Source: an optimization exercise on an open RTL-to-GDS flow (aim: small area). Production flows keep margins and buffers that such runs may drop.
Only simulation tests tie the RTL to the original design; equivalence was not proved.
In runs 6 and 7 the design's own scripts or RTL, not TritonCTS, make the clock network.
No driver is modelled on the clock port, so clock power and skew are understated where the tree is cut down; a real chip needs a root buffer or a tree.
No activity file was given, so power comes from the tool's default toggle rates.

$ cat design/flow/run.sh
#!/bin/bash
# synth_recipe.tcl (not shown) runs the flow's synth.tcl, then flattens the netlist and writes it again
# the make line also repeats each setting of config.mk as NAME=value (left out here)
make -C /OpenROAD-flow-scripts/flow DESIGN_CONFIG=/design/flow/config.mk WORK_HOME=/design/flow/orfs CLKGATE_MAP_FILE= SYNTH_SCRIPT=/design/flow/synth_recipe.tcl finish
$ cat design/flow/config.mk
export PLATFORM = sky130hd
export DESIGN_NAME = ri_codec
export DESIGN_NICKNAME = ri_codec
export VERILOG_FILES = /design/flow/design.v
export SDC_FILE = /design/flow/constraint.sdc
export NUM_CORES = 4
export LEC_CHECK = 0
export CAP_MARGIN = 20
export CORE_MARGIN = 2
export CORE_UTILIZATION = 40
export SLEW_MARGIN = 20
$ cat design/flow/constraint.sdc
create_clock -name core_clock -period 10.0 [get_ports {clk}]
set_input_delay 2.0000 -clock core_clock [delete_from_list [all_inputs] [get_ports {clk}]]
set_output_delay 2.0000 -clock core_clock [all_outputs]
set_load 0.01 [all_outputs]
$ cat design/flow/design.v
module ri_codec (
    input  wire        clk,
    input  wire        rst_n,
    input  wire        tick,          
    input  wire        edge_valid,    
    input  wire        edge_rising,   
    input  wire        uart_valid,    
    input  wire [7:0]  uart_data,
    output wire        ri_out,        
    output wire        input_en,      
    output wire        frame_active,  
    output reg         rx_valid,      
    output wire [11:0] rx_cmd,
    output reg         tx_valid,      
    output wire [15:0] tx_cmd
);
    reg  [15:0] pt;        
    reg  [3:0]  tk;        
    reg  [11:0] bbuf;      
    reg         fip;       
    reg  [2:0]  len;       
    reg         bad;       
    reg         lastx;     
    reg  [15:0] val;       
    reg         act;       
    reg         pin;       
    reg  [3:0]  ph;        
    reg         qv;        
    reg  [1:0]  qt;        
    wire       ph_hdr = (ph == 4'd0);
    wire       ph_trl = (ph == 4'd13);
    wire       bitv   = val[4'd12 - ph];
    wire       c100 = pt[6] & pt[5] & pt[2];
    wire       c200 = pt[7] & pt[6] & pt[3];
    wire       c300 = pt[8] & pt[5] & pt[3] & pt[2];
    wire       c400 = pt[8] & pt[7] & pt[4];
    wire       hit  = act & (pin ? (ph_hdr ? c300 : c100)
                                 : (ph_hdr ? c400 : ((bitv & !ph_trl) ? c300 : c200)));
    wire       go_low      = hit & pin;
    wire       phase_end   = hit & !pin;
    wire       phase_start = phase_end & !ph_trl;
    wire       done        = phase_end & ph_trl;
    wire ev_frame = qv & (qt == 2'b10);
    wire ev_bit   = qv & !qt[1];
    wire ev_uart  = qv & (qt == 2'b11);
    wire tx_start = ev_uart & !bad & !lastx;
    wire materialise = ev_bit & (tk == 4'd12);
    wire act_mid   = tx_start | (act & !done);
    wire armed_mid = act ? done : !tx_start;
    wire zero_pt   = tx_start | phase_start | done;
    wire edge_taken = edge_valid & !act_mid;
    wire hdr  = pt > 16'd250 && pt < 16'd350;
    wire one  = pt > 16'd150 && pt < 16'd250;
    wire zro  = pt > 16'd50  && pt < 16'd150;
    wire edge_put = edge_taken & !zero_pt & (edge_rising ? hdr : (one | zro));
    wire [1:0] edge_ev = {edge_rising, one};
    wire uart_taken = uart_valid & armed_mid;
    wire uart_ready = uart_taken & (len == 3'd5);
    wire       is_x   = (uart_data == 8'h78);
    wire       is_dig = (uart_data[7:4] == 4'h3) & (uart_data[3:0] <= 4'd9);
    wire       is_let = (uart_data[7:5] == 3'b010 || uart_data[7:5] == 3'b011) &
                        (uart_data[4:3] == 2'b00) &
                        (uart_data[2:0] != 3'd0) & (uart_data[2:0] != 3'd7);
    wire [3:0] nib    = uart_data[6] ? {1'b0, uart_data[2:0]} + 4'd9 : uart_data[3:0];
    always @(posedge clk) begin
        if (!rst_n) begin
            pt    <= 16'd0;
            tk    <= 4'd0;
            fip   <= 1'b0;
            len   <= 3'd0;
            act   <= 1'b0;
            pin   <= 1'b0;
            qv    <= 1'b0;
            rx_valid <= 1'b0;
            tx_valid <= 1'b0;
        end else begin
            pt <= ((zero_pt | edge_taken) ? 16'd0 : pt) + {15'd0, tick};
            rx_valid <= materialise;
            tx_valid <= tx_start;
            act <= act_mid;
            if (tx_start) begin
                pin <= 1'b1;
            end else if (go_low) begin
                pin <= 1'b0;
            end else if (phase_start) begin
                pin <= 1'b1;
            end
            if (ev_frame) begin
                tk  <= 4'd0;
                fip <= 1'b1;
            end else if (ev_bit) begin
                if (materialise) begin
                    tk  <= 4'd0;
                    fip <= 1'b0;
                end else begin
                    tk  <= tk + 4'd1;
                end
            end
            qv <= edge_put | uart_ready;
            if (uart_taken)
                len <= (len == 3'd5) ? 3'd0 : len + 3'd1;
        end
    end
    always @(posedge clk) begin
        if (tx_start)
            ph <= 4'd0;
        else if (phase_start)
            ph <= ph + 4'd1;
        if (ev_bit)
            bbuf <= {bbuf[10:0], qt[0]};
        qt <= edge_put ? edge_ev : 2'b11;
        if (uart_taken) begin
            lastx <= is_x;
            bad   <= !is_x & (!(is_dig | is_let) | (bad & (len != 3'd0)));
            val   <= is_x ? 16'd0 : {val[11:0], nib};
        end
    end
    assign ri_out       = pin;
    assign input_en     = !act;
    assign frame_active = fip;
    assign rx_cmd       = bbuf;
    assign tx_cmd       = val;
endmodule
==> flow_metrics.tcl, run 1 <==
set metrics [dict create \
    rsz0062_at_grt "no" \
    synth-simple-area-share_pct 21.9 \
    synth_area_um2 3270 \
    cp.arrival_ns 4.46 \
    boundaryPins 47 \
    syn_inst 316 \
    synth_commonest_cells "dfxtp_1 (35), edfxtp_1 (30), nand2_1 (25), nor2_1 (25)" \
    die_w_um 94.4 \
    hp-class "flop to flop" \
    grt_overflow 0 \
    row_count 32 \
    cts_htree_levels 3 \
    num-nets-final 381 \
    synthAdderAreaFrac_pct 4.21 \
    insertion_delay_ns 0.34 \
    antenna_cells 0 \
    peakVddDrop_mv 0.0764 \
    synthDominantCellAreaShare_pct 27.6 \
    crit_chain "clkdlybuf4s50_1 > nand2_1 > nand2_1 > nor3_1 > ha_1 > nand3_1 > nor3_1 > nand3_1 > xor2_1 > nor4_1" \
    via_per_inst 5.28 \
    synth_top_family_by_area "simple AND/OR/NAND/NOR gates" \
    drc 0 \
    postCtsHoldBufs 0 \
    numCtsBuffers 9 \
    skew_ns 0.00715 \
    antenna_found_initial 0 \
    grt_pass1_wl_um 11200 \
    die-area_um2 8910 \
    io_buffers 46 \
    max_freq_mhz 237 \
    synth_compound_area_share_pct 7.62 \
    synth_cell_types 52 \
    worst_slew_pin_slew_ns 0.822 \
    cp_num_buf_inv 1 \
    drt-total-wl_um 6690 \
    drtAntennaViolNets 0 \
    cp_max_fo 15 \
    die_y_um 94.4 \
    powerDensity_nw_per_um2 141 \
    dp_hpwl_um 4730 \
    post-route-period-util_pct 42.2 \
    area_growth_pct 22.5 \
    setup_tns_ns 0 \
    final_hold_viol_count 0 \
    synth.area.top_cells "edfxtp_1 (28%), dfxtp_1 (21%), ha_1 (4.2%), mux4_2 (3.4%), nor4_1 (3.3%)" \
    cp-start-kind "input pin" \
    synth_xor_area_share_pct 5.82 \
    drt_first_pass_iters 5 \
    cts.sinks 65 \
    worstSetupPathType "input pin to flop" \
    cts_resized 0 \
    critical_path_required_ns 10.24 \
    synth_most_common_cell "dfxtp_1" \
    min_period_ns 4.22 \
    drt_iter0_drc 110 \
    post-cts-setup-buffers 0 \
    cp_slowest_cell "nor3_1" \
    async_flop_share_pct 0 \
    slew_headroom_pct 44.1 \
    synthesis.nets 341 \
    core-area_um2 7810 \
    cts_tree "done" \
    synthMuxAreaShare_pct 6.97 \
    status "timing/DRC/antenna clean" \
    synth.largest_area_cell "edfxtp_1" \
    fillCellCount 725 \
    max-clock-path-buffers 2 \
    max_cap_violations 0 \
    synth-edff-count 30 \
    wire_per_inst_um 14.5 \
    path_clk_slew_ns 0.07 \
    critPathCaptureType "flop" \
    vias 2443 \
    slew_viol_final 0 \
    grt_usage_pct 16.4 \
    grt_pass1_vias 2314 \
    p_leak_nw 1.43 \
    ys.flop_type "dfxtp_1" \
    hold_ws_ns 0.449 \
    synth-seq-cells 65 \
    syn_avg_cell_area_um2 10.3 \
    crit_family "simple AND/OR/NAND/NOR gates" \
    yosysSeqAreaShare_pct 49.0 \
    max_stage_delay_ns 0.47 \
    setup-violations-final 0 \
    gp_congestion 0.833 \
    initial_utilization_pct 41.8 \
    ys_warn_count 1 \
    drive_above_1_share_pct 8.86 \
    grt_max_degree 23 \
    ctsRootBufferMaster "clkbuf_8" \
]
[cell families after synthesis]
family	after synthesis
xor gates and xnor gates	20
adders and majority gates	11
buffers and inverters	32
DFF	65
muxes	16
AOI/OAI and AO/OA	37
and+or+nand+nor	135
[per-layer routing]
| metal | vias to the layer above | GRT usage, % | part of all wire (%) |
|---|---|---|---|
| met3 | 6 | 4.55 | 4.7 |
| li1 | 1228 | - | - |
| met2 | 60 | 24.3 | 45 |
| met5 | - | 0 | 0 |
| met4 | 0 | 6.64 | 1.2 |
| met1 | 1149 | 22.7 | 49 |
[per-stage QoR]
stage | util, % | worst slack [ns] | total power [mW] | std cells | cell area, um2
finish | 51.2 | 5.78 | 0.566 | 463 | 4000
global route | 51.2 | 5.51 | 0.590 | 463 | 4000
CTS | 51.2 | 5.76 | 0.574 | 463 | 4000
detailed placement | 48.4 | 5.43 | 0.331 | 447 | 3780
global placement | 48.4 | 5.53 | 0.330 | 447 | 3780
floorplan | - | 6.19 | 0.311 | 316 | 3270
[power breakdown]
part	leakage, nW	internal (mW)	total, mW	switching, mW
Combinational	0.741	0.0196	0.0362	0.0166
Sequential	0.596	0.284	0.288	0.00431
Clock	0.0975	0.140	0.241	0.102
[layout make-up]
class | count | area (um2) | area share [%]
multi-input combinational | 219 | 1530 | 38.2
timing repair buffer | 48 | 475 | 11.9
inverter | 13 | 48.8 | 1.22
clock buffer | 9 | 124 | 3.10
tap | 102 | 128 | 3.19
sequential | 65 | 1600 | 40.0
clock inverter | 7 | 95.1 | 2.38
[registers in the layout, indices dropped and copies added, names as in the netlist]
register  cells
pin           1
ph            4
act           1
bbuf         12
bad           1
tk            4
pt           16
lastx         1
val          16
len           3
qv            1
tx_valid      1
qt            2
rx_valid      1
fip           1
[final timing paths]
kind	from	slack, ns	cells after the start	end
worst max-delay path	edge_valid	5.78	10	pt[15]$_SDFF_PN0_
worst min-delay path	bbuf[5]$_DFFE_PP_	0.45	0	bbuf[6]$_DFFE_PP_
worst max register to register	ph[0]$_SDFFE_PP0P_	6.06	14	pt[8]$_SDFF_PN0_
worst min register to register	bbuf[5]$_DFFE_PP_	0.45	0	bbuf[6]$_DFFE_PP_
[placed cells by master, fill, tap and decap left out, types with 3 or more instances in the layout]
cell and instances:
and3_1 4, mux4_2 5, nand3_1 17, nor2b_1 13
nand2b_1 6, or3_1 3, inv_1 13, a31oi_1 3
dfxtp_1 35, clkdlybuf4s50_1 46, edfxtp_1 30, xor2_1 7
nand2_1 25, nor4_1 16, clkinvlp_4 4, mux2i_1 9
nand4_1 8, ha_1 11, nor2_1 25, o21ai_0 4
a21oi_1 12, xnor2_1 11, nor3_1 4, clkbuf_8 9
==> run 2: changes to the inputs <==
==> design/flow/design.v (replaced) <==
module ri_codec (
    input  wire        clk,
    input  wire        rst_n,
    input  wire        tick,          
    input  wire        edge_valid,    
    input  wire        edge_rising,   
    input  wire        uart_valid,    
    input  wire [7:0]  uart_data,
    output wire        ri_out,        
    output wire        input_en,      
    output wire        frame_active,  
    output wire        rx_valid,      
    output wire [11:0] rx_cmd,
    output wire        tx_valid,      
    output wire [15:0] tx_cmd
);
    reg  [15:0] pt;        
    reg  [3:0]  tk;        
    reg  [11:0] bbuf;      
    reg         fip;       
    reg  [2:0]  len;       
    reg         bad;       
    reg         lastx;     
    reg  [15:0] val;       
    reg         act;       
    reg         pin;       
    reg  [3:0]  ph;        
    reg  [1:0]  q;         
    wire       ph_hdr = (ph == 4'd0);
    wire       ph_trl = (ph == 4'd13);
    wire       bitv   = val[4'd12 - ph];
    wire       c100 = pt[6] & pt[5] & pt[2];
    wire       c200 = pt[7] & pt[6] & pt[3];
    wire       c300 = pt[8] & pt[5] & pt[3] & pt[2];
    wire       c400 = pt[8] & pt[7] & pt[4];
    wire       hit  = act & (pin ? (ph_hdr ? c300 : c100)
                                 : (ph_hdr ? c400 : ((bitv & !ph_trl) ? c300 : c200)));
    wire       go_low      = hit & pin;
    wire       phase_end   = hit & !pin;
    wire       phase_start = phase_end & !ph_trl;
    wire       done        = phase_end & ph_trl;
    wire ev_frame = (q == 2'b01);
    wire ev_bit   = q[1];
    wire ev_uart  = len[2] & len[1];
    wire tx_start = ev_uart & !bad & !lastx;
    wire tk12     = (tk == 4'd12);
    wire tk13     = (tk == 4'd13);
    wire act_mid   = tx_start | (act & !done);
    wire armed_mid = act ? done : !tx_start;
    wire zero_pt   = tx_start | phase_start | done;
    wire [2:0] len_mid = ev_uart ? 3'd0 : len;
    wire edge_taken = edge_valid & !act_mid;
    wire hdr  = pt > 16'd250 && pt < 16'd350;
    wire one  = pt > 16'd150 && pt < 16'd250;
    wire zro  = pt > 16'd50  && pt < 16'd150;
    wire edge_put = edge_taken & !zero_pt & (edge_rising ? hdr : (one | zro));
    wire uart_taken = uart_valid & armed_mid;
    wire       is_x   = (uart_data == 8'h78);
    wire       is_dig = (uart_data[7:4] == 4'h3) & (uart_data[3:0] <= 4'd9);
    wire       is_let = (uart_data[7:6] == 2'b01) & (uart_data[4:3] == 2'b00) &
                        (uart_data[2:0] != 3'd0) & (uart_data[2:0] != 3'd7);
    wire [3:0] nib    = uart_data[6] ? {1'b0, uart_data[2:0]} + 4'd9 : uart_data[3:0];
    always @(posedge clk) begin
        if (!rst_n) begin
            pt    <= 16'd0;
            tk    <= 4'd0;
            fip   <= 1'b0;
            len   <= 3'd0;
            act   <= 1'b0;
            pin   <= 1'b0;
            q     <= 2'b00;
        end else begin
            pt <= ((zero_pt | edge_taken) ? 16'd0 : pt) + {15'd0, tick};
            act <= act_mid;
            if (tx_start) begin
                pin <= 1'b1;
            end else if (go_low) begin
                pin <= 1'b0;
            end else if (phase_start) begin
                pin <= 1'b1;
            end
            if (ev_frame) begin
                tk  <= 4'd0;
                fip <= 1'b1;
            end else if (ev_bit) begin
                if (tk12) begin
                    tk  <= 4'd13;
                    fip <= 1'b0;
                end else begin
                    tk  <= tk + 4'd1;
                end
            end else if (tk13) begin
                tk <= 4'd0;
            end
            q <= edge_put ? (edge_rising ? 2'b01 : {1'b1, one}) : 2'b00;
            len <= uart_taken ? len_mid + 3'd1 : len_mid;
        end
    end
    always @(posedge clk) begin
        if (tx_start)
            ph <= 4'd15;
        else if (phase_start || ph == 4'd15)
            ph <= ph + 4'd1;
        if (ev_bit)
            bbuf <= {bbuf[10:0], q[0]};
        if (uart_taken) begin
            lastx <= is_x;
            bad   <= !is_x & (!(is_dig | is_let) | (bad & (len_mid != 3'd0)));
            val   <= is_x ? 16'd0 : {val[11:0], nib};
        end
    end
    assign ri_out       = pin;
    assign input_en     = !act;
    assign frame_active = fip;
    assign rx_valid     = tk13;
    assign rx_cmd       = bbuf;
    assign tx_valid     = act & (ph == 4'd15);
    assign tx_cmd       = val;
endmodule
--- a/design/flow/config.mk
+++ b/design/flow/config.mk
@@ -5,7 +5,11 @@
 export SDC_FILE = /design/flow/constraint.sdc
 export NUM_CORES = 4
 export LEC_CHECK = 0
+export ABC_AREA = 1
 export CAP_MARGIN = 20
 export CORE_MARGIN = 2
 export CORE_UTILIZATION = 40
+export CTS_BUF_LIST = sky130_fd_sc_hd__clkbuf_16
+export CTS_CLUSTER_DIAMETER = 200
+export CTS_CLUSTER_SIZE = 70
 export SLEW_MARGIN = 20
==> run 2 against run 1 <==
Net effect: register-to-register slack lost 0.03 ns; global-route usage grew 0.58 points; first-iteration DRC count grew 11%; final area grew 4.2%; die area grew 2.8%; largest power group unchanged; still clean; setup slack gained 0.21 ns.
==> flow_metrics.tcl, run 2 <==
set metrics [dict create \
    syn_avg_cell_area_um2 7.91 \
    setup_tns_ns 0 \
    cp_num_buf_inv 1 \
    via_per_inst 4.88 \
    cts_tree "done" \
    cts_htree_levels 3 \
    max_freq_mhz 249 \
    synth.largest_area_cell "edfxtp_1" \
    async_flop_share_pct 0 \
    max_stage_delay_ns 0.65 \
    drtAntennaViolNets 0 \
    ctsRootBufferMaster "clkbuf_16" \
    min_period_ns 4.01 \
    final_hold_viol_count 0 \
    synthesis.nets 453 \
    cts.sinks 62 \
    pre_cts_slack_ns 5.77 \
    hp-class "flop to flop" \
    slew_headroom_pct 52.8 \
    dp_hpwl_um 5330 \
    die_w_um 95.7 \
    grt_pass1_vias 2633 \
    grt_pass1_wl_um 12100 \
    cts_resized 0 \
    post_dp_cell_area_um2 3900 \
    post-cts-setup-buffers 0 \
    grt_usage_pct 17.0 \
    largest_registers "pt (16), val (16), bbuf (12)" \
    worst_slew_pin_slew_ns 0.708 \
    synth_commonest_cells "nand2_1 (83), inv_1 (65), nor2_1 (58), dfxtp_1 (32), edfxtp_1 (30)" \
    wire_per_inst_um 12.3 \
    path_clk_slew_ns 0.05 \
    crit_family "flip-flops" \
    antenna_found_initial 0 \
    cp.arrival_ns 2.01 \
    powerDensity_nw_per_um2 147 \
    numCtsBuffers 9 \
    p_leak_nw 1.67 \
    cp_max_fo 13 \
    crit_chain "ha_1 > nand3_1 > nor2_1 > clkdlybuf4s50_1" \
    io_buffers 46 \
    skew_ns 0.00731 \
    die_y_um 95.7 \
    synth_cell_types 42 \
    antenna_cells 0 \
    worstSetupPathType "flop to output port" \
    grt_overflow 0 \
    rsz0062_at_grt "no" \
    drive_above_1_share_pct 7.71 \
    fin_area_um2 4170 \
    drc 0 \
    boundaryPins 47 \
    cp_slowest_cell "dfxtp_1" \
    gp_congestion 0.878 \
    critical_path_required_ns 8.00 \
    synth-edff-count 30 \
    synth-seq-cells 62 \
    slew_viol_final 0 \
    final_common_cell "nand2_1" \
    area_growth_pct 24.0 \
    synth.area.top_cells "edfxtp_1 (27%), dfxtp_1 (19%), nand2_1 (9.3%), inv_1 (7.3%), nor2_1 (6.5%)" \
    cp-start-kind "flop" \
    grt_max_degree 20 \
    max_cap_violations 0 \
    synthDominantCellAreaShare_pct 26.8 \
    core-area_um2 8180 \
    status "timing/DRC/antenna clean" \
    drt_first_pass_iters 4 \
    synth_most_common_cell "nand2_1" \
    initial_utilization_pct 41.1 \
    final_cell_mix "nand2_1 (83), inv_1 (65), nor2_1 (58)" \
    vias 2852 \
    num-nets-final 503 \
    post-route-period-util_pct 40.1 \
    postCtsHoldBufs 0 \
    setup-violations-final 0 \
    peakVddDrop_mv 0.0935 \
    yosysSeqAreaShare_pct 45.8 \
    critPathCaptureType "output port" \
    max-clock-path-buffers 2 \
    die-area_um2 9160 \
    ys_warn_count 1 \
    row_count 33 \
    ys.flop_type "dfxtp_1" \
    insertion_delay_ns 0.33 \
    finalWorstSetupSlack_ns 5.99 \
    synth_area_um2 3360 \
    drt-total-wl_um 7180 \
    drt_iter0_drc 122 \
    syn_inst 425 \
]
run 2: changes by cell type after synthesis, sizes merged, moves of 10 or more:
cell    before  now
clkbuf      13    2
a21oi       12   24
mux2i       10    0
nand3       19   31
nor4        17    2
o21ai        6   24
xnor2       12    0
nor2b       13    0
inv         13   69
nor2        25   60
nand2       25   89
run 2: logic make-up after synthesis:
| group | count (synthesis) | share of synthesized area (%) |
|---|---|---|
| flops | 62 | 45.8 |
| buf+inv | 78 | 9.78 |
| simple gates | 209 | 28.8 |
| compound gates | 61 | 10.1 |
| fa+ha+maj | 14 | 5.21 |
| xor+xnor | 1 | 0.260 |
run 2: final cells by class:
class | instances | area (um2)
clock inverters | 7 | 41.3
fillers | 773 | 4010
clock buffers | 9 | 225
flip-flops and latches | 62 | 1540
inverters | 70 | 270
well taps | 105 | 131
multi-input cells | 285 | 1490
repair buffers | 47 | 468
run 2: final timing paths:
check                startpoint                 to  slack (ns)  depth (start not counted)
max reg2reg  ph[0]$_SDFFE_PP1P_  pt[12]$_SDFF_PN0_        6.03                         26
max          ph[0]$_SDFFE_PP1P_           tx_valid        5.99                          4
min reg2reg   bbuf[5]$_DFFE_PP_  bbuf[6]$_DFFE_PP_        0.45                          0
min           bbuf[5]$_DFFE_PP_  bbuf[6]$_DFFE_PP_        0.45                          0
run 2: metal layers:
layer,routed length (um),track usage [%],up-vias
li1,-,-,1502
met1,3470,22.5,1281
met3,353,4.31,10
met4,122,7.86,0
met2,3230,26.0,59
met5,0,0,-
run 2: through the flow:
stage / std cells / hold WS [ns] / power [mW] / util (%)
CTS: 585 / 0.453 / 0.620 / 51.0
finish: 585 / 0.450 / 0.612 / 51.0
floorplan: 425 / 0.431 / 0.319 / -
global route: 585 / 0.462 / 0.638 / 51.0
global placement: 569 / 0.431 / 0.341 / 47.8
detailed placement: 569 / 0.440 / 0.342 / 47.8
run 2: power breakdown:
group	switching, mW	total [mW]	internal [mW]	leakage [nW]
logic	0.0300	0.0553	0.0254	1.01
clock network	0.111	0.276	0.165	0.125
registers	0.00662	0.281	0.274	0.537
total	0.147	0.612	0.465	1.67
run 2: worst reg2reg max path: stages, from the launching register on:
cell and delay, ns:
dfxtp_1 0.65, inv_2 0.21, ha_1 0.45, inv_1 0.13
nand3_1 0.11, nand3_1 0.07, nand3_1 0.13, nand3_1 0.09
nand2_1 0.07, nand3_2 0.07, and2_4 0.15, nand2_2 0.06
nand2_2 0.07, clkinv_4 0.10, nand2_8 0.08, nor2_1 0.10
ha_1 0.18, ha_1 0.15, inv_1 0.07, nor2_1 0.11
inv_1 0.07, nor2_1 0.25, nand3_2 0.16, nor2_1 0.15
nand2_1 0.06, nand2_1 0.05, nor2_1 0.06
==> run 3: changes to the inputs <==
==> design/flow/flow/run.sh (new file) <==
#!/bin/bash
# The standard layout, with two changes: the port buffers are the smallest
# buffer (buf_1) instead of the default choice, and the clock tree uses one
# level of large clock buffers without dummy loads.
set -euo pipefail
export BUFFER_PORTS_ARGS="-buffer_cell sky130_fd_sc_hd__buf_1"
export CTS_ARGS="-sink_clustering_enable -repair_clock_nets -dont_use_dummy_load -buf_list sky130_fd_sc_hd__clkbuf_16 -sink_clustering_size 70 -sink_clustering_max_diameter 200"
bash standard.sh > standard.log 2>&1
==> design/flow/standard.sh (new file) <==
#!/bin/bash
# synth_recipe.tcl (not shown) runs the flow's synth.tcl, then flattens the netlist and writes it again
# the make line also repeats each setting of config.mk as NAME=value (left out here)
make -C /OpenROAD-flow-scripts/flow DESIGN_CONFIG=/design/flow/config.mk WORK_HOME=/design/flow/orfs CLKGATE_MAP_FILE= SYNTH_SCRIPT=/design/flow/synth_recipe.tcl "${@:-finish}"
--- a/design/flow/config.mk
+++ b/design/flow/config.mk
@@ -9,7 +9,4 @@
 export CAP_MARGIN = 20
 export CORE_MARGIN = 2
 export CORE_UTILIZATION = 40
-export CTS_BUF_LIST = sky130_fd_sc_hd__clkbuf_16
-export CTS_CLUSTER_DIAMETER = 200
-export CTS_CLUSTER_SIZE = 70
 export SLEW_MARGIN = 20
removed: design/flow/run.sh
==> run 3 against run 2 <==
Net effect: sequential share of layout area increased by 3.2 points; cell count decreased by 1.2%; global-route usage about the same; register-to-register slack improved by 0.28 ns; first-iteration DRC count increased by 9.8%; critical path depth increased by 22; routed wire length decreased by 0.64%; die area unchanged; clock skew increased by 0.011 ns; still clean.
==> flow_metrics.tcl, run 3 <==
set metrics [dict create \
    antenna_cells 0 \
    combPwrFrac_pct 7.9 \
    io_buffers 46 \
    ys_warn_count 1 \
    synth.largest_area_cell "edfxtp_1" \
    worst_slew_pin_slew_ns 0.818 \
    insertion_delay_ns 0.33 \
    powerDensity_nw_per_um2 151 \
    numCtsBuffers 9 \
    swShare_pct 22.8 \
    path_clk_slew_ns 0.06 \
    core-area_um2 8180 \
    skew_ns 0.0181 \
    cp_max_fo 13 \
    worstReg2RegStart "ph[0]$_SDFFE_PP1P_" \
    grt_overflow 0 \
    cts_htree_levels 3 \
    max_freq_mhz 271 \
    grt_pass1_wl_um 12000 \
    postCtsHoldBufs 0 \
    drt_iter0_drc 134 \
    grt_usage_pct 17.0 \
    synth_area_um2 3360 \
    post-route-period-util_pct 36.9 \
    num-nets-final 503 \
    rr_worst_depth 26 \
    drt_first_pass_iters 5 \
    post-cts-setup-buffers 0 \
    synth-seq-cells 62 \
    slew_headroom_pct 45.4 \
    vias 2850 \
    critPathCaptureType "flop" \
    rsz0062_at_grt "no" \
    antenna_found_initial 0 \
    p_clk_share_pct 43.5 \
    max_cap_violations 0 \
    synth_cell_types 42 \
    wire_per_inst_um 12.3 \
    cts.sinks 62 \
    slew_viol_final 0 \
    synthesis.nets 453 \
    async_flop_share_pct 0 \
    final_cell_mix "nand2_1 (83), inv_1 (65), nor2_1 (58)" \
    grt_pass1_vias 2695 \
    max-clock-path-buffers 2 \
    finalCoreUtilization_pct 47.0 \
    p_leak_nw 1.53 \
    drt-total-wl_um 7130 \
    synth_commonest_cells "nand2_1 (83), inv_1 (65), nor2_1 (58), dfxtp_1 (32), edfxtp_1 (30)" \
    cts_tree "done" \
    intPower_mw 0.448 \
    status "timing/DRC/antenna clean" \
    grt_max_degree 20 \
    boundaryPins 47 \
    die_y_um 95.7 \
    final_hold_viol_count 0 \
    row_count 33 \
    final_common_cell "nand2_1" \
    pwr-share-seq_pct 48.5 \
    die-area_um2 9160 \
    drc 0 \
    largest_registers "pt (16), val (16), bbuf (12)" \
    gp_congestion 0.931 \
    drive_above_1_share_pct 6.55 \
    setup-violations-final 0 \
    p_sw_mw 0.133 \
    syn_inst 425 \
    peakVddDrop_mv 0.0872 \
    yosysSeqAreaShare_pct 45.8 \
    die_w_um 95.7 \
    area_growth_pct 14.2 \
    crit_start "ph[0]$_SDFFE_PP1P_" \
    cp-start-kind "flop" \
    dp_hpwl_um 5350 \
    initial_utilization_pct 41.1 \
    setup_tns_ns 0 \
    synth-edff-count 30 \
    cp.arrival_ns 3.90 \
    fillCellCount 816 \
    ctsRootBufferMaster "clkbuf_16" \
    synthDominantCellAreaShare_pct 26.8 \
    ys.flop_type "dfxtp_1" \
    r2r_slack_ns 6.31 \
    cts_resized 0 \
    endpoint "pt[12]$_SDFF_PN0_" \
    critical_path_required_ns 10.21 \
    synth.area.top_cells "edfxtp_1 (27%), dfxtp_1 (19%), nand2_1 (9.3%), inv_1 (7.3%), nor2_1 (6.5%)" \
    min_period_ns 3.69 \
    drtAntennaViolNets 0 \
    synth_most_common_cell "nand2_1" \
    syn_avg_cell_area_um2 7.91 \
    via_per_inst 4.93 \
    worstSetupPathType "flop to flop" \
    r2r_end "pt[12]$_SDFF_PN0_" \
    hp-class "flop to flop" \
]
## run 3: routing by layer
| layer | GRT usage (%) | routed length, um |
|---|---|---|
| met1 | 22.6 | 3420 |
| met5 | 0 | 0 |
| met2 | 25.8 | 3210 |
| met4 | 7.98 | 135 |
| met3 | 4.46 | 366 |
## run 3: power by group through the flow
stage / Clock (mW) / Combinational (mW) / Sequential [mW]
after CTS: 0.260 / 0.0465 / 0.282
after detailed placement: 0 / 0.0464 / 0.287
after global routing: 0.267 / 0.0534 / 0.283
after global placement: 0 / 0.0450 / 0.286
final: 0.253 / 0.0460 / 0.282
after floorplan: 0 / 0.0333 / 0.286
## run 3: worst max-delay path: stages, from the launching register on
cell and delay [ns]:
dfxtp_1 0.58, inv_2 0.18, ha_1 0.41, inv_1 0.11, nand3_1 0.10, nand3_1 0.07
nand3b_1 0.10, nand3_1 0.08, nand2_1 0.07, nand3_2 0.07, and2_4 0.15, nand2_2 0.05
nand2_2 0.07, clkinv_4 0.10, nand2_8 0.07, nor2_1 0.10, ha_1 0.18, ha_1 0.15
inv_1 0.06, nor2_1 0.10, inv_1 0.07, nor2_1 0.22, nand3_2 0.15, nor2_1 0.16
nand2_1 0.07, nand2_1 0.06, nor2_1 0.06
## run 3: logic make-up (layout without fill, tap and decap cells)
group	after synthesis	after routing	synth area share, %
and+or+nand+nor	209	209	28.8
xor gates and xnor gates	1	1	0.260
DFF	62	62	45.8
AOI/OAI and AO/OA	61	61	10.1
buffers and inverters	78	126	9.78
adders and majority gates	14	14	5.21
## run 3: final cells by class
cell class / count / area [um2] / share of cell area, %
clock buffers: 9 / 225 / 5.86
repair buffers: 47 / 180 / 4.69
flip-flops and latches: 62 / 1540 / 40.1
multi-input cells: 285 / 1490 / 38.9
well taps: 105 / 131 / 3.42
inverters: 70 / 270 / 7.04
## run 3: how the worst min path moves through the flow
stage / from / endpoint / slack [ns] / cells after the start
2_1_floorplan: q[0]$_SDFF_PN0_ / bbuf[0]$_DFFE_PP_ / 0.43 / 0
3_3_place_gp: bbuf[6]$_DFFE_PP_ / bbuf[7]$_DFFE_PP_ / 0.43 / 0
3_5_place_dp: bbuf[5]$_DFFE_PP_ / bbuf[6]$_DFFE_PP_ / 0.44 / 0
4_1_cts: bbuf[9]$_DFFE_PP_ / bbuf[10]$_DFFE_PP_ / 0.44 / 0
5_1_grt: bbuf[9]$_DFFE_PP_ / bbuf[10]$_DFFE_PP_ / 0.45 / 0
6_report: bbuf[4]$_DFFE_PP_ / bbuf[5]$_DFFE_PP_ / 0.44 / 0
## run 3: per-stage QoR
step	cells	setup WS [ns]	instance area, um2	hold slack, ns	power (mW)
final	578	6.31	3840	0.438	0.580
after global routing	578	5.77	3840	0.451	0.603
after CTS	578	6.30	3840	0.445	0.588
after detailed placement	569	6.15	3620	0.439	0.333
after global placement	569	6.26	3620	0.430	0.331
after floorplan	425	6.53	3360	0.431	0.319
==> run 4: changes to the inputs <==
--- a/design/flow/config.mk
+++ b/design/flow/config.mk
@@ -5,7 +5,6 @@
 export SDC_FILE = /design/flow/constraint.sdc
 export NUM_CORES = 4
 export LEC_CHECK = 0
-export ABC_AREA = 1
 export CAP_MARGIN = 20
 export CORE_MARGIN = 2
 export CORE_UTILIZATION = 40
==> run 4 against run 3 <==
Net effect: still clean; critical path depth decreased by 10; utilization increased by 0.79 points; routed wire length decreased by 12%; clock skew increased by 0.0013 ns; largest cell class is now multi-input combinational cells; largest power group unchanged; highest routed layer unchanged.
==> flow_metrics.tcl, run 4 <==
set metrics [dict create \
    syn_inst 339 \
    drc 0 \
    drt_iter0_drc 111 \
    boundaryPins 47 \
    crit_start "ph[0]$_SDFFE_PP1P_" \
    vias 2499 \
    grt_pass1_vias 2289 \
    peakVddDrop_mv 0.0958 \
    initial_utilization_pct 41.9 \
    drtAntennaViolNets 0 \
    grt_max_degree 20 \
    path_clk_slew_ns 0.05 \
    synthMuxAreaShare_pct 4.63 \
    cp-start-kind "flop" \
    synthDominantCellAreaShare_pct 27.5 \
    cts_htree_levels 3 \
    synth_area_um2 3270 \
    holdPathStages 0 \
    finalCoreUtilization_pct 47.8 \
    worstReg2RegStart "ph[0]$_SDFFE_PP1P_" \
    synth_cell_types 53 \
    final_hold_viol_count 0 \
    grt_overflow 0 \
    synth.area.top_cells "edfxtp_1 (28%), dfxtp_1 (20%), ha_1 (5.4%), mux2i_1 (4.3%), nand3_1 (3.8%)" \
    cts_resized 0 \
    synth-seq-cells 62 \
    status "timing/DRC/antenna clean" \
    antenna_cells 0 \
    setup-violations-final 0 \
    die_w_um 94.4 \
    yosysSeqAreaShare_pct 47.1 \
    wire_per_inst_um 13.0 \
    drive_above_1_share_pct 5.28 \
    critical_path_required_ns 10.20 \
    slew_headroom_pct 50.2 \
    insertion_delay_ns 0.33 \
    synthAdderAreaFrac_pct 5.35 \
    row_count 32 \
    critPathCaptureType "flop" \
    cp.arrival_ns 4.13 \
    rr_worst_depth 16 \
    synth_top_family_by_area "simple AND/OR/NAND/NOR gates" \
    via_per_inst 5.20 \
    syn_avg_cell_area_um2 9.65 \
    min_period_ns 3.92 \
    postCtsHoldBufs 0 \
    drt_first_pass_iters 4 \
    setup_tns_ns 0 \
    die_y_um 94.4 \
    numCtsBuffers 9 \
    grt_usage_pct 15.2 \
    max_freq_mhz 255 \
    hp-class "flop to flop" \
    final_cell_mix "buf_1 (46), nor2_1 (33), dfxtp_1 (32)" \
    cts.sinks 62 \
    area_growth_pct 14.0 \
    gp_congestion 0.813 \
    async_flop_share_pct 0 \
    worst_slew_pin_slew_ns 0.745 \
    cts_tree "done" \
    num-nets-final 409 \
    max_cap_violations 0 \
    max-clock-path-buffers 2 \
    io_buffers 46 \
    die-area_um2 8920 \
    skew_ns 0.0194 \
    ctsRootBufferMaster "clkbuf_16" \
    fillCellCount 751 \
    synth.largest_area_cell "edfxtp_1" \
    rsz0062_at_grt "no" \
    post-route-period-util_pct 39.2 \
    drt-total-wl_um 6270 \
    worstSetupPathType "flop to flop" \
    post-cts-setup-buffers 0 \
    ys.flop_type "dfxtp_1" \
    synth-edff-count 30 \
    final_common_cell "buf_1" \
    largest_registers "pt (16), val (16), bbuf (12)" \
    synth_commonest_cells "nor2_1 (33), dfxtp_1 (32), edfxtp_1 (30), nand2_1 (27), nand3_1 (25)" \
    synth_xor_area_share_pct 4.82 \
    dp_hpwl_um 4580 \
    synthesis.nets 367 \
    ys_warn_count 1 \
    synth_compound_area_share_pct 10.4 \
    p_leak_nw 1.43 \
    slew_viol_final 0 \
    core-area_um2 7810 \
    worstHoldStart "q[0]$_SDFF_PN0_" \
    powerDensity_nw_per_um2 149 \
    synth-simple-area-share_pct 23.1 \
    grt_pass1_wl_um 10500 \
    synth_most_common_cell "nor2_1" \
    cp_max_fo 12 \
    antenna_found_initial 0 \
]
run 4: worst paths after layout:
| kind | slack (ns) | end |
|---|---|---|
| setup / recovery | 6.08 | pt[14]$_SDFF_PN0_ |
| hold / removal | 0.44 | bbuf[0]$_DFFE_PP_ |
| setup reg to reg | 6.08 | pt[14]$_SDFF_PN0_ |
| hold reg to reg | 0.44 | bbuf[0]$_DFFE_PP_ |
run 4: cell type report:
class / instances / area (um2) / area share [%]
Multi-Input combinational cell: 244 / 1590 / 42.6
Sequential cell: 62 / 1540 / 41.3
Clock buffer: 9 / 225 / 6.04
Timing Repair Buffer: 48 / 188 / 5.03
Tap cell: 102 / 128 / 3.42
Inverter: 16 / 60.1 / 1.61
run 4: critical path, cell delays in order, from the launching register on:
cell     delay (ns)
dfxtp_1        0.52
inv_1          0.17
ha_1           0.58
mux2i_1        0.25
nand3_1        0.08
and4_1         0.24
a22o_1         0.28
a21o_1         0.20
or3_1          0.34
nor2_1         0.11
ha_1           0.22
ha_1           0.25
nand2_1        0.10
nor2_1         0.19
nand2_1        0.09
xor2_1         0.13
nor2_1         0.06
run 4: logic make-up (layout without fill, tap and decap cells):
group | Yosys count | in the layout
buf+inv | 33 | 73
xor+xnor | 18 | 18
compound gates | 52 | 52
fa+ha+maj | 14 | 14
mux | 15 | 15
simple gates | 145 | 145
flops | 62 | 62
run 4: stage by stage:
step	instances	power, mW	area [um2]	hold WS, ns	worst slack [ns]
detailed placement	472	0.313	3500	0.432	6.05
global route	481	0.577	3730	0.446	5.70
finish	481	0.556	3730	0.438	6.08
CTS	481	0.563	3730	0.442	6.07
global placement	472	0.312	3500	0.428	6.16
floorplan	339	0.302	3270	0.409	6.32
run 4: power by group:
| group | switching (mW) | internal (mW) |
|---|---|---|
| Combinational | 0.0174 | 0.0123 |
| Clock | 0.0920 | 0.156 |
| Sequential | 0.00459 | 0.273 |
| Total | 0.114 | 0.442 |
run 4: layer usage:
layer  global-route usage [%]  vias up  wire [um]
li1                         -     1289          -
met1                     20.6     1162       3150
met2                     22.8       38       2790
met3                     3.91       10        206
met4                     6.76        0        123
met5                        0        -          0
==> run 5: changes to the inputs <==
--- a/design/flow/config.mk
+++ b/design/flow/config.mk
@@ -7,5 +7,6 @@
 export LEC_CHECK = 0
 export CAP_MARGIN = 20
 export CORE_MARGIN = 2
-export CORE_UTILIZATION = 40
+export CORE_UTILIZATION = 70
+export PLACE_DENSITY = 0.8
 export SLEW_MARGIN = 20
==> run 5 against run 4 <==
Net effect: sequential power hardly changed; setup slack worse by 0.023 ns; routed wire length is 2.4% lower; global-route usage is 9.8 points higher; synthesized cell count stayed put; die area is 41% lower; synthesized area stayed put; final area is 1.9% lower; register-to-register slack worse by 0.02 ns; largest cell class unchanged; largest power group unchanged.
==> flow_metrics.tcl, run 5 <==
set metrics [dict create \
    status "timing/DRC/antenna clean" \
    cp_max_fo 12 \
    slew_headroom_pct 54.0 \
    synth_most_common_cell "nor2_1" \
    holdPathStages 0 \
    p_sw_mw 0.112 \
    finalCoreUtilization_pct 82.9 \
    boundaryPins 47 \
    rr_worst_depth 16 \
    min_period_ns 3.95 \
    path_clk_slew_ns 0.05 \
    cts_tree "done" \
    drt_iter0_drc 207 \
    final_hold_viol_count 0 \
    cts_resized 0 \
    critical_path_required_ns 10.21 \
    skew_ns 0.0158 \
    post-cts-setup-buffers 0 \
    core-area_um2 4410 \
    post_dp_cell_area_um2 3430 \
    num-nets-final 408 \
    die_w_um 72.4 \
    p_leak_nw 1.42 \
    insertion_delay_ns 0.33 \
    post-route-period-util_pct 39.5 \
    combPwrFrac_pct 5.4 \
    rsz0062_at_grt "no" \
    postCtsHoldBufs 0 \
    die_y_um 72.4 \
    fin_area_um2 3660 \
    max_stage_delay_ns 0.58 \
    multi_input_area_um2 1590 \
    drc 0 \
    die-area_um2 5240 \
    peakVddDrop_mv 0.122 \
    synthDominantCellAreaShare_pct 27.5 \
    row_count 24 \
    synth_cell_types 53 \
    wire_per_inst_um 14.2 \
    cts.sinks 62 \
    worstSetupPathType "flop to flop" \
    drive_above_1_share_pct 5.03 \
    synth-seq-cells 62 \
    grt_usage_pct 25.0 \
    max-clock-path-buffers 2 \
    powerDensity_nw_per_um2 151 \
    cts_htree_levels 3 \
    cp_slowest_cell "ha_1" \
    drt_first_pass_iters 4 \
    synth_area_um2 3270 \
    gp_congestion 0.895 \
    finalWorstSetupSlack_ns 6.05 \
    largest_registers "pt (16), val (16), bbuf (12)" \
    swShare_pct 20.2 \
    cp-start-kind "flop" \
    yosysSeqAreaShare_pct 47.1 \
    setup_tns_ns 0 \
    critPathCaptureType "flop" \
    p_clk_share_pct 44.4 \
    grt.busiest_layer "met2" \
    slew_viol_final 0 \
    max_cap_violations 0 \
    synth.area.top_cells "edfxtp_1 (28%), dfxtp_1 (20%), ha_1 (5.4%), mux2i_1 (4.3%), nand3_1 (3.8%)" \
    async_flop_share_pct 0 \
    grt_util_met3_pct 5.14 \
    vias 2566 \
    antenna_cells 0 \
    drt-total-wl_um 6120 \
    ys_warn_count 1 \
    intPower_mw 0.441 \
    pre_cts_slack_ns 6.10 \
    worst_slew_pin_slew_ns 0.688 \
    crit_chain "inv_1 > ha_1 > mux2i_1 > nand3_1 > and4_1 > a22o_1 > a21o_1 > or3_1 > nor2_1 > ha_1 > ha_1 > nand2_1 > nor2_1 > nand2_1 > xor2_1 > nor2_1" \
    io_buffers 46 \
    fillCellCount 276 \
    seqCellArea_um2 1540 \
    area_growth_pct 11.9 \
    grt_pass1_wl_um 10100 \
    cp_num_buf_inv 1 \
    hp-class "flop to flop" \
    ys.flop_type "dfxtp_1" \
    grt_overflow 0 \
    crit_family "simple AND/OR/NAND/NOR gates" \
    worst-path-stages 16 \
    drtAntennaViolNets 0 \
    pwr-share-seq_pct 50.3 \
    syn_inst 339 \
    via_per_inst 5.97 \
    antenna_found_initial 0 \
    setup-violations-final 0 \
    synth-edff-count 30 \
    numCtsBuffers 9 \
    grt_pass1_vias 2298 \
    synthesis.nets 367 \
    final_common_cell "buf_1" \
    synth.largest_area_cell "edfxtp_1" \
    grt_max_degree 20 \
    synth_commonest_cells "nor2_1 (33), dfxtp_1 (32), edfxtp_1 (30), nand2_1 (27), nand3_1 (25)" \
    dp_hpwl_um 4320 \
    final_cell_mix "buf_1 (46), nor2_1 (33), dfxtp_1 (32)" \
    syn_avg_cell_area_um2 9.65 \
    cp.arrival_ns 4.15 \
    max_freq_mhz 253 \
    grtUsageMet1_pct 33.1 \
    initial_utilization_pct 74.1 \
    ctsRootBufferMaster "clkbuf_16" \
    use_met2_pct 38.7 \
]
[run 5: cell types whose count changed in the layout (fill, tap and decap cells not counted)]
| cell | change |
|---|---|
| buf_4 | -1 |
[run 5: logic make-up after synthesis]
family | Yosys count | synth area share (%)
buf+inv | 33 | 4.55
fa+ha+maj | 14 | 5.35
xor+xnor | 18 | 4.82
compound gates | 52 | 10.4
simple gates | 145 | 23.1
mux | 15 | 4.63
flops | 62 | 47.1
[run 5: path summary, 6_finish.rpt]
| kind | startpoint | to | slack, ns |
|---|---|---|---|
| worst max-delay path | ph[0]$_SDFFE_PP1P_ | pt[14]$_SDFF_PN0_ | 6.05 |
| worst min register to register | q[0]$_SDFF_PN0_ | bbuf[0]$_DFFE_PP_ | 0.43 |
| worst min-delay path | q[0]$_SDFF_PN0_ | bbuf[0]$_DFFE_PP_ | 0.43 |
| worst max register to register | ph[0]$_SDFFE_PP1P_ | pt[14]$_SDFF_PN0_ | 6.05 |
[run 5: cell type report]
| cell class | count | share of cell area [%] |
|---|---|---|
| timing repair buffer | 47 | 4.92 |
| multi-input combinational | 244 | 43.4 |
| inverter | 16 | 1.64 |
| sequential | 62 | 42.1 |
| clock buffer | 9 | 6.15 |
| tap | 52 | 1.78 |
[run 5: stage by stage]
step	total power [mW]	hold WS, ns	cells
3_5_place_dp	0.312	0.419	421
4_1_cts	0.557	0.431	430
2_1_floorplan	0.302	0.409	339
6_report	0.553	0.433	430
3_3_place_gp	0.311	0.422	421
5_1_grt	0.570	0.447	430
[run 5: worst reg2reg max path: stages, from the launching register on]
cell and delay (ns):
dfxtp_1 0.52, inv_1 0.16, ha_1 0.58, mux2i_1 0.27, nand3_1 0.09, and4_1 0.24
a22o_1 0.28, a21o_1 0.20, or3_1 0.34, nor2_1 0.11, ha_1 0.23, ha_1 0.24
nand2_1 0.10, nor2_1 0.19, nand2_1 0.09, xor2_1 0.15, nor2_1 0.06
[run 5: power by group through the flow]
stage | logic, mW | registers (mW) | clock network (mW)
6_report | 0.0296 | 0.278 | 0.245
5_1_grt | 0.0336 | 0.278 | 0.258
4_1_cts | 0.0298 | 0.278 | 0.249
3_5_place_dp | 0.0296 | 0.282 | 0
3_3_place_gp | 0.0284 | 0.282 | 0
2_1_floorplan | 0.0186 | 0.283 | 0
[run 5: layer usage]
metal,share of wire [%],vias to the layer above
met5,0,-
met4,2.3,0
met3,5.3,15
met2,45,82
met1,47,1187
li1,-,1282
==> run 6: changes to the inputs <==
==> design/flow/flow/run.sh (replaced) <==
#!/bin/bash
# The standard layout (the standard.sh, standard synthesis included) with
# two changes:
#  - the port buffers are the smallest buffer, buf_1, instead of the default;
#  - the clock tree is built by flow/manual_cts.tcl (a PRE_CTS_TCL hook): the
#    clock port drives 4 clkbuf_8, each driving one cluster of registers.
# All tool output goes to standard.log here and to ORFS's logs under orfs/.
set -euo pipefail
here=$(pwd)
export BUFFER_PORTS_ARGS="-buffer_cell sky130_fd_sc_hd__buf_1"
export PRE_CTS_TCL="$here/flow/manual_cts.tcl"
export MANUAL_CTS_CELL=sky130_fd_sc_hd__clkbuf_8
export MANUAL_CTS_COUNT=4
bash standard.sh > standard.log 2>&1
==> design/flow/flow/manual_cts.tcl (new file) <==
proc manual_clock_tree { cell k } {
  set block [ord::get_db_block]
  set master [[ord::get_db] findMaster $cell]
  set clknet [$block findNet clk]
  set sinks {}
  foreach iterm [$clknet getITerms] {
    set bb [[$iterm getInst] getBBox]
    lappend sinks [list $iterm [expr ([$bb xMin] + [$bb xMax]) / 2.0] [expr ([$bb yMin] + [$bb yMax]) / 2.0]]
  }
  set n [llength $sinks]
  set sorted [lsort -real -index 1 $sinks]
  set cx {}
  set cy {}
  for {set c 0} {$c < $k} {incr c} {
    set s [lindex $sorted [expr int(($c + 0.5) * $n / $k)]]
    lappend cx [lindex $s 1]
    lappend cy [lindex $s 2]
  }
  for {set it 0} {$it < 50} {incr it} {
    set sx [lrepeat $k 0.0]
    set sy [lrepeat $k 0.0]
    set cnt [lrepeat $k 0]
    set assign {}
    foreach s $sinks {
      set best 0
      set bd 1e30
      for {set c 0} {$c < $k} {incr c} {
        set d [expr abs([lindex $s 1] - [lindex $cx $c]) + abs([lindex $s 2] - [lindex $cy $c])]
        if {$d < $bd} {
          set bd $d
          set best $c
        }
      }
      lappend assign $best
      lset sx $best [expr [lindex $sx $best] + [lindex $s 1]]
      lset sy $best [expr [lindex $sy $best] + [lindex $s 2]]
      lset cnt $best [expr [lindex $cnt $best] + 1]
    }
    for {set c 0} {$c < $k} {incr c} {
      if {[lindex $cnt $c] > 0} {
        lset cx $c [expr [lindex $sx $c] / [lindex $cnt $c]]
        lset cy $c [expr [lindex $sy $c] / [lindex $cnt $c]]
      }
    }
  }
  set nets {}
  for {set c 0} {$c < $k} {incr c} {
    set inst [odb::dbInst_create $block $master clkbuf_leaf_$c]
    set net [odb::dbNet_create $block clknet_leaf_$c]
    $net setSigType CLOCK
    [$inst findITerm A] connect $clknet
    [$inst findITerm X] connect $net
    $inst setLocation [expr int([lindex $cx $c])] [expr int([lindex $cy $c])]
    $inst setPlacementStatus PLACED
    lappend nets $net
  }
  foreach s $sinks a $assign {
    set iterm [lindex $s 0]
    $iterm disconnect
    $iterm connect [lindex $nets $a]
  }
  puts "manual clock tree: $k x $cell for $n sinks, cluster sizes $cnt"
}

manual_clock_tree $::env(MANUAL_CTS_CELL) $::env(MANUAL_CTS_COUNT)
set_propagated_clock [all_clocks]

# The tree is built: make the flow's clock_tree_synthesis call a no-op.
rename clock_tree_synthesis ""
proc clock_tree_synthesis { args } {
  puts "clock_tree_synthesis skipped: clock tree built by manual_cts.tcl"
}
--- a/design/flow/config.mk
+++ b/design/flow/config.mk
@@ -5,6 +5,7 @@
 export SDC_FILE = /design/flow/constraint.sdc
 export NUM_CORES = 4
 export LEC_CHECK = 0
+export ABC_CLOCK_PERIOD_IN_PS = 100000
 export CAP_MARGIN = 20
 export CORE_MARGIN = 2
 export CORE_UTILIZATION = 70
==> run 6 against run 5 <==
Net effect: sequential power about the same; sequential share of layout area rose by 2.1 points; die area unchanged; clock skew is 0.012 ns higher; synthesized cell count is the same; critical path depth did not move; cell count fell by 1.2%; still clean; setup slack got worse by 0.0016 ns; largest cell class unchanged.
==> flow_metrics.tcl, run 6 <==
set metrics [dict create \
    cts_resized 0 \
    die_w_um 72.4 \
    postCtsHoldBufs 0 \
    synth_commonest_cells "nor2_1 (33), dfxtp_1 (32), edfxtp_1 (30), nand2_1 (27), nand3_1 (25)" \
    row_count 24 \
    synth_cell_types 53 \
    cp-start-kind "flop" \
    io_buffers 46 \
    critical_path_required_ns 10.05 \
    min_period_ns 3.95 \
    gp_congestion 0.895 \
    post-cts-setup-buffers 0 \
    grt_pass1_wl_um 9580 \
    final_hold_viol_count 0 \
    setup_tns_ns 0 \
    boundaryPins 47 \
    insertion_delay_ns 0.16 \
    vias 2472 \
    peakVddDrop_mv 0.111 \
    powerDensity_nw_per_um2 114 \
    combPwrFrac_pct 7.4 \
    largest_registers "pt (16), val (16), bbuf (12)" \
    seqCellArea_um2 1540 \
    syn_inst 339 \
    die_y_um 72.4 \
    synthesis.nets 367 \
    grt_overflow 0 \
    drtAntennaViolNets 0 \
    synth.area.top_cells "edfxtp_1 (28%), dfxtp_1 (20%), ha_1 (5.4%), mux2i_1 (4.3%), nand3_1 (3.8%)" \
    setup-violations-final 0 \
    initial_utilization_pct 74.1 \
    fillCellCount 291 \
    slew_headroom_pct 54.2 \
    hp-class "flop to flop" \
    worst_slew_pin_slew_ns 0.686 \
    status "timing/DRC/antenna clean" \
    critPathCaptureType "flop" \
    area_growth_pct 6.65 \
    grt_pass1_vias 2196 \
    r2r_slack_ns 6.05 \
    skew_ns 0.0280 \
    drc 0 \
    synthDominantCellAreaShare_pct 27.5 \
    final_common_cell "buf_1" \
    rr_worst_depth 16 \
    drt_iter0_drc 175 \
    synth.largest_area_cell "edfxtp_1" \
    antenna_cells 0 \
    num-nets-final 403 \
    worstSetupPathType "flop to flop" \
    drive_above_1_share_pct 3.75 \
    p_sw_mw 0.0779 \
    synth-seq-cells 62 \
    final_cell_mix "buf_1 (46), nor2_1 (33), dfxtp_1 (32)" \
    antenna_found_initial 0 \
    cp_max_fo 12 \
    multi_input_area_um2 1590 \
    intPower_mw 0.321 \
    grt_max_degree 20 \
    cp.arrival_ns 4.00 \
    p_leak_nw 1.34 \
    wire_per_inst_um 13.5 \
    core-area_um2 4410 \
    dp_hpwl_um 4320 \
    p_clk_share_pct 23.3 \
    max_cap_violations 0 \
    die-area_um2 5240 \
    max_freq_mhz 253 \
    async_flop_share_pct 0 \
    drt_first_pass_iters 5 \
    via_per_inst 5.82 \
    grt_usage_pct 21.8 \
    post-route-period-util_pct 39.5 \
    slew_viol_final 0 \
    synth_most_common_cell "nor2_1" \
    pwr-share-seq_pct 69.3 \
    finalCoreUtilization_pct 79.1 \
    synth_area_um2 3270 \
    swShare_pct 19.5 \
    yosysSeqAreaShare_pct 47.1 \
    drt-total-wl_um 5740 \
    synth-edff-count 30 \
    rsz0062_at_grt "no" \
    holdPathStages 0 \
    ys_warn_count 1 \
    syn_avg_cell_area_um2 9.65 \
    ys.flop_type "dfxtp_1" \
    path_clk_slew_ns 0.10 \
]
[run 6: cell count changes in the layout (fill, tap and decap cells not counted), sizes merged]
cell,before,now
clkbuf,9,4
[run 6: final timing paths]
kind	from	to
max	ph[0]$_SDFFE_PP1P_	pt[14]$_SDFF_PN0_
min	q[0]$_SDFF_PN0_	bbuf[0]$_DFFE_PP_
max reg2reg	ph[0]$_SDFFE_PP1P_	pt[14]$_SDFF_PN0_
min reg2reg	q[0]$_SDFF_PN0_	bbuf[0]$_DFFE_PP_
[run 6: cell type report]
class	instances	area share, %
buffer	4	1.58
inverter	16	1.72
multi-input combinational	244	45.5
sequential	62	44.2
tap	52	1.86
timing repair buffer	47	5.16
[run 6: power by group through the flow]
stage               registers (mW)  logic, mW  clock network (mW)
global route                 0.277     0.0335               0.103
detailed placement           0.282     0.0296                   0
CTS                          0.276     0.0296              0.0962
finish                       0.276     0.0294              0.0929
floorplan                    0.283     0.0186                   0
global placement             0.282     0.0284                   0
[run 6: metal layers]
layer	wire (um)	vias up	share of wire, %	global-route usage, %
li1	-	1269	-	-
met3	342	10	6.0	1.39
met1	2670	1118	47	31.1
met4	108	0	1.9	4.61
met2	2610	75	46	36.9
met5	0	-	0	0
[run 6: worst max-delay path, stage by stage, from the launching register on]
cell	delay, ns
dfxtp_1	0.54
inv_1	0.16
ha_1	0.58
mux2i_1	0.26
nand3_1	0.09
and4_1	0.23
a22o_1	0.28
a21o_1	0.20
or3_1	0.34
nor2_1	0.11
ha_1	0.22
ha_1	0.24
nand2_1	0.10
nor2_1	0.19
nand2_1	0.09
xor2_1	0.15
nor2_1	0.06
[run 6: logic make-up (layout without fill, tap and decap cells)]
| logic type | after synthesis | count (layout) | synth area share [%] |
|---|---|---|---|
| mux | 15 | 15 | 4.63 |
| compound gates | 52 | 52 | 10.4 |
| xor+xnor | 18 | 18 | 4.82 |
| simple gates | 145 | 145 | 23.1 |
| buf+inv | 33 | 67 | 4.55 |
| flops | 62 | 62 | 47.1 |
| fa+ha+maj | 14 | 14 | 5.35 |
[run 6: metrics by stage]
stage	setup WS, ns	total power, mW	cells	instance area [um2]	hold WS [ns]
2_1_floorplan	6.32	0.302	339	3270	0.409
3_3_place_gp	6.17	0.311	421	3430	0.422
3_5_place_dp	6.10	0.312	421	3430	0.419
4_1_cts	6.09	0.402	425	3490	0.445
5_1_grt	5.66	0.414	425	3490	0.463
6_report	6.05	0.399	425	3490	0.440
==> run 7: changes to the inputs <==
--- a/design/flow/config.mk
+++ b/design/flow/config.mk
@@ -5,7 +5,6 @@
 export SDC_FILE = /design/flow/constraint.sdc
 export NUM_CORES = 4
 export LEC_CHECK = 0
-export ABC_CLOCK_PERIOD_IN_PS = 100000
 export CAP_MARGIN = 20
 export CORE_MARGIN = 2
 export CORE_UTILIZATION = 70
==> run 7 against run 6 <==
Net effect: still clean on timing, DRC and antenna; setup slack unchanged; sequential cell count unchanged; critical path depth unchanged; die area unchanged; global-route usage unchanged; first-iteration DRC count unchanged; clock skew unchanged; register-to-register slack about the same; cell count unchanged; utilization unchanged; combinational power about the same; critical endpoint unchanged; highest routed layer unchanged.
==> flow_metrics.tcl, run 7 <==
set metrics [dict create \
    synth_commonest_cells "nor2_1 (33), dfxtp_1 (32), edfxtp_1 (30), nand2_1 (27), nand3_1 (25)" \
    gp_congestion 0.895 \
    worstHoldStart "q[0]$_SDFF_PN0_" \
    setup-violations-final 0 \
    post-route-period-util_pct 39.5 \
    synth-seq-cells 62 \
    grt_pass1_vias 2196 \
    hp-class "flop to flop" \
    antenna_found_initial 0 \
    synthesis.nets 367 \
    drt-total-wl_um 5740 \
    critPathCaptureType "flop" \
    r2r_end "pt[14]$_SDFF_PN0_" \
    skew_ns 0.0280 \
    p_leak_nw 1.34 \
    slew_headroom_pct 54.2 \
    max_freq_mhz 253 \
    grt_usage_pct 21.8 \
    path_clk_slew_ns 0.10 \
    initial_utilization_pct 74.1 \
    vias 2472 \
    grt_pass1_wl_um 9580 \
    cp.arrival_ns 4.00 \
    synth_cell_types 53 \
    synth_compound_area_share_pct 10.4 \
    drt_iter0_drc 175 \
    dp_hpwl_um 4320 \
    core-area_um2 4410 \
    insertion_delay_ns 0.16 \
    async_flop_share_pct 0 \
    ys.flop_type "dfxtp_1" \
    synth.largest_area_cell "edfxtp_1" \
    largest_registers "pt (16), val (16), bbuf (12)" \
    via_per_inst 5.82 \
    grt_overflow 0 \
    syn_inst 339 \
    worstReg2RegStart "ph[0]$_SDFFE_PP1P_" \
    syn_avg_cell_area_um2 9.65 \
    pre_cts_slack_ns 6.10 \
    post-cts-setup-buffers 0 \
    grt_max_degree 20 \
    rsz0062_at_grt "no" \
    hold_end "bbuf[0]$_DFFE_PP_" \
    powerDensity_nw_per_um2 114 \
    synth-simple-area-share_pct 23.1 \
    final_cells 425 \
    drtAntennaViolNets 0 \
    rr_worst_depth 16 \
    final_common_cell "buf_1" \
    cp_max_fo 12 \
    die_y_um 72.4 \
    r2r_slack_ns 6.05 \
    final_cell_mix "buf_1 (46), nor2_1 (33), dfxtp_1 (32)" \
    synth_top_family_by_area "simple AND/OR/NAND/NOR gates" \
    ys_warn_count 1 \
    critical_path_required_ns 10.05 \
    cp-start-kind "flop" \
    cts_resized 0 \
    status "timing/DRC/antenna clean" \
    synth_most_common_cell "nor2_1" \
    synth.area.top_cells "edfxtp_1 (28%), dfxtp_1 (20%), ha_1 (5.4%), mux2i_1 (4.3%), nand3_1 (3.8%)" \
    postCtsHoldBufs 0 \
    synthDominantCellAreaShare_pct 27.5 \
    drc 0 \
    synth_xor_area_share_pct 4.82 \
    peakVddDrop_mv 0.111 \
    worst_slew_pin_slew_ns 0.686 \
    hold_ws_ns 0.440 \
    slew_viol_final 0 \
    setup_tns_ns 0 \
    synth_area_um2 3270 \
    synthMuxAreaShare_pct 4.63 \
    num-nets-final 403 \
    final_hold_viol_count 0 \
    yosysSeqAreaShare_pct 47.1 \
    antenna_cells 0 \
    wire_per_inst_um 13.5 \
    die-area_um2 5240 \
    finalWorstSetupSlack_ns 6.05 \
    area_growth_pct 6.65 \
    holdPathStages 0 \
    io_buffers 46 \
    worstSetupPathType "flop to flop" \
    die_w_um 72.4 \
    boundaryPins 47 \
    min_period_ns 3.95 \
    drt_first_pass_iters 5 \
    synth-edff-count 30 \
    drive_above_1_share_pct 3.75 \
    power_mw 0.399 \
    dp_cells 421 \
    synthAdderAreaFrac_pct 5.35 \
    row_count 24 \
    max_cap_violations 0 \
]
-- run 7: kinds of logic (layout without fill, tap and decap cells) --
group,Yosys count,count (layout)
AO/OA/AOI/OAI,52,52
XOR/XNOR,18,18
adder cells (fa/ha/maj),14,14
buffers and inverters,33,67
flip-flops,62,62
multiplexers,15,15
AND/OR/NAND/NOR,145,145
-- run 7: power breakdown --
| part | switching (mW) | internal (mW) | leakage [nW] |
|---|---|---|---|
| combinational | 0.0175 | 0.0119 | 0.768 |
| sequential | 0.00437 | 0.272 | 0.542 |
| clock | 0.0560 | 0.0369 | 0.0288 |
-- run 7: final cells by class --
type                            count  area [um2]
Tap cell                           52        65.1
Fill cell                         291         925
Buffer                              4        55.1
Inverter                           16        60.1
Timing Repair Buffer               47         180
Sequential cell                    62        1540
Multi-Input combinational cell    244        1590
-- run 7: layer usage --
| metal | vias up | GRT usage [%] | share of wire [%] |
|---|---|---|---|
| met1 | 1118 | 31.1 | 47 |
| met4 | 0 | 4.61 | 1.9 |
| met2 | 75 | 36.9 | 46 |
| met5 | - | 0 | 0 |
| met3 | 10 | 1.39 | 6.0 |
| li1 | 1269 | - | - |
-- run 7: worst max-delay path by stage --
| stage | start | to | slack (ns) | depth (start not counted) |
|---|---|---|---|---|
| finish | ph[0]$_SDFFE_PP1P_ | pt[14]$_SDFF_PN0_ | 6.05 | 16 |
| CTS | ph[0]$_SDFFE_PP1P_ | pt[14]$_SDFF_PN0_ | 6.09 | 16 |
| detailed placement | ph[0]$_SDFFE_PP1P_ | pt[14]$_SDFF_PN0_ | 6.10 | 16 |
| floorplan | uart_data[6] | bad$_DFFE_PP_ | 6.32 | 5 |
| global route | ph[0]$_SDFFE_PP1P_ | pt[14]$_SDFF_PN0_ | 5.66 | 16 |
| global placement | edge_valid | pt[14]$_SDFF_PN0_ | 6.17 | 11 |
-- run 7: per-stage QoR --
stage,instance area (um2),utilization (%)
finish,3490,79.1
global route,3490,79.1
CTS,3490,79.1
detailed placement,3430,77.8
global placement,3430,77.8
floorplan,3270,-
-- run 7: worst max-delay path: stages, from the launching register on --
cell     delay (ns)
dfxtp_1        0.54
inv_1          0.16
ha_1           0.58
mux2i_1        0.26
nand3_1        0.09
and4_1         0.23
a22o_1         0.28
a21o_1         0.20
or3_1          0.34
nor2_1         0.11
ha_1           0.22
ha_1           0.24
nand2_1        0.10
nor2_1         0.19
nand2_1        0.09
xor2_1         0.15
nor2_1         0.06

==> static timing again, ports no longer ideal <==
In the flow no input, the clock included, has a driving cell. The finished layouts below were timed again as built, in two steps.
Step 1 sets driving cells, clkbuf_16 on the clock port and buf_2 on the other inputs (assumed; they add their load-dependent delay and slew).
Step 2 moves the port delays by t, midway between the first and last clock arrival at a register: inputs arrive t later, outputs are due t later. That takes back most of the time a late clock gives input paths.
Three values: ideal, step 1, step 2; two values: the first two.
| run | t (ns) | setup slack, ns | worst setup path after step 2 | cell pins on the clock port's net |
|---|---|---|---|---|
| run 1 | 0.362 | 5.777 / 5.786 / 5.423 | input to register | 1 |
| run 2 | 0.362 | 5.986 / 5.947 / 5.741 | input to register | 1 |
| run 3 | 0.361 | 6.311 / 6.311 / 6.152 | input to register | 1 |
| run 4 | 0.353 | 6.076 / 6.076 / 6.043 | input to register | 1 |
| run 5 | 0.350 | 6.053 / 6.054 / 6.045 | input to register | 1 |
| run 6 | 0.201 | 6.052 / 6.052 / 6.052 | register to register | 4 |
| run 7 | 0.201 | 6.052 / 6.052 / 6.052 | register to register | 4 |
After both steps setup and hold are still met in every run listed. For run 1, which loses most, drivers alone change the setup slack by +0.009 ns; drivers and shift together by -0.354 ns.
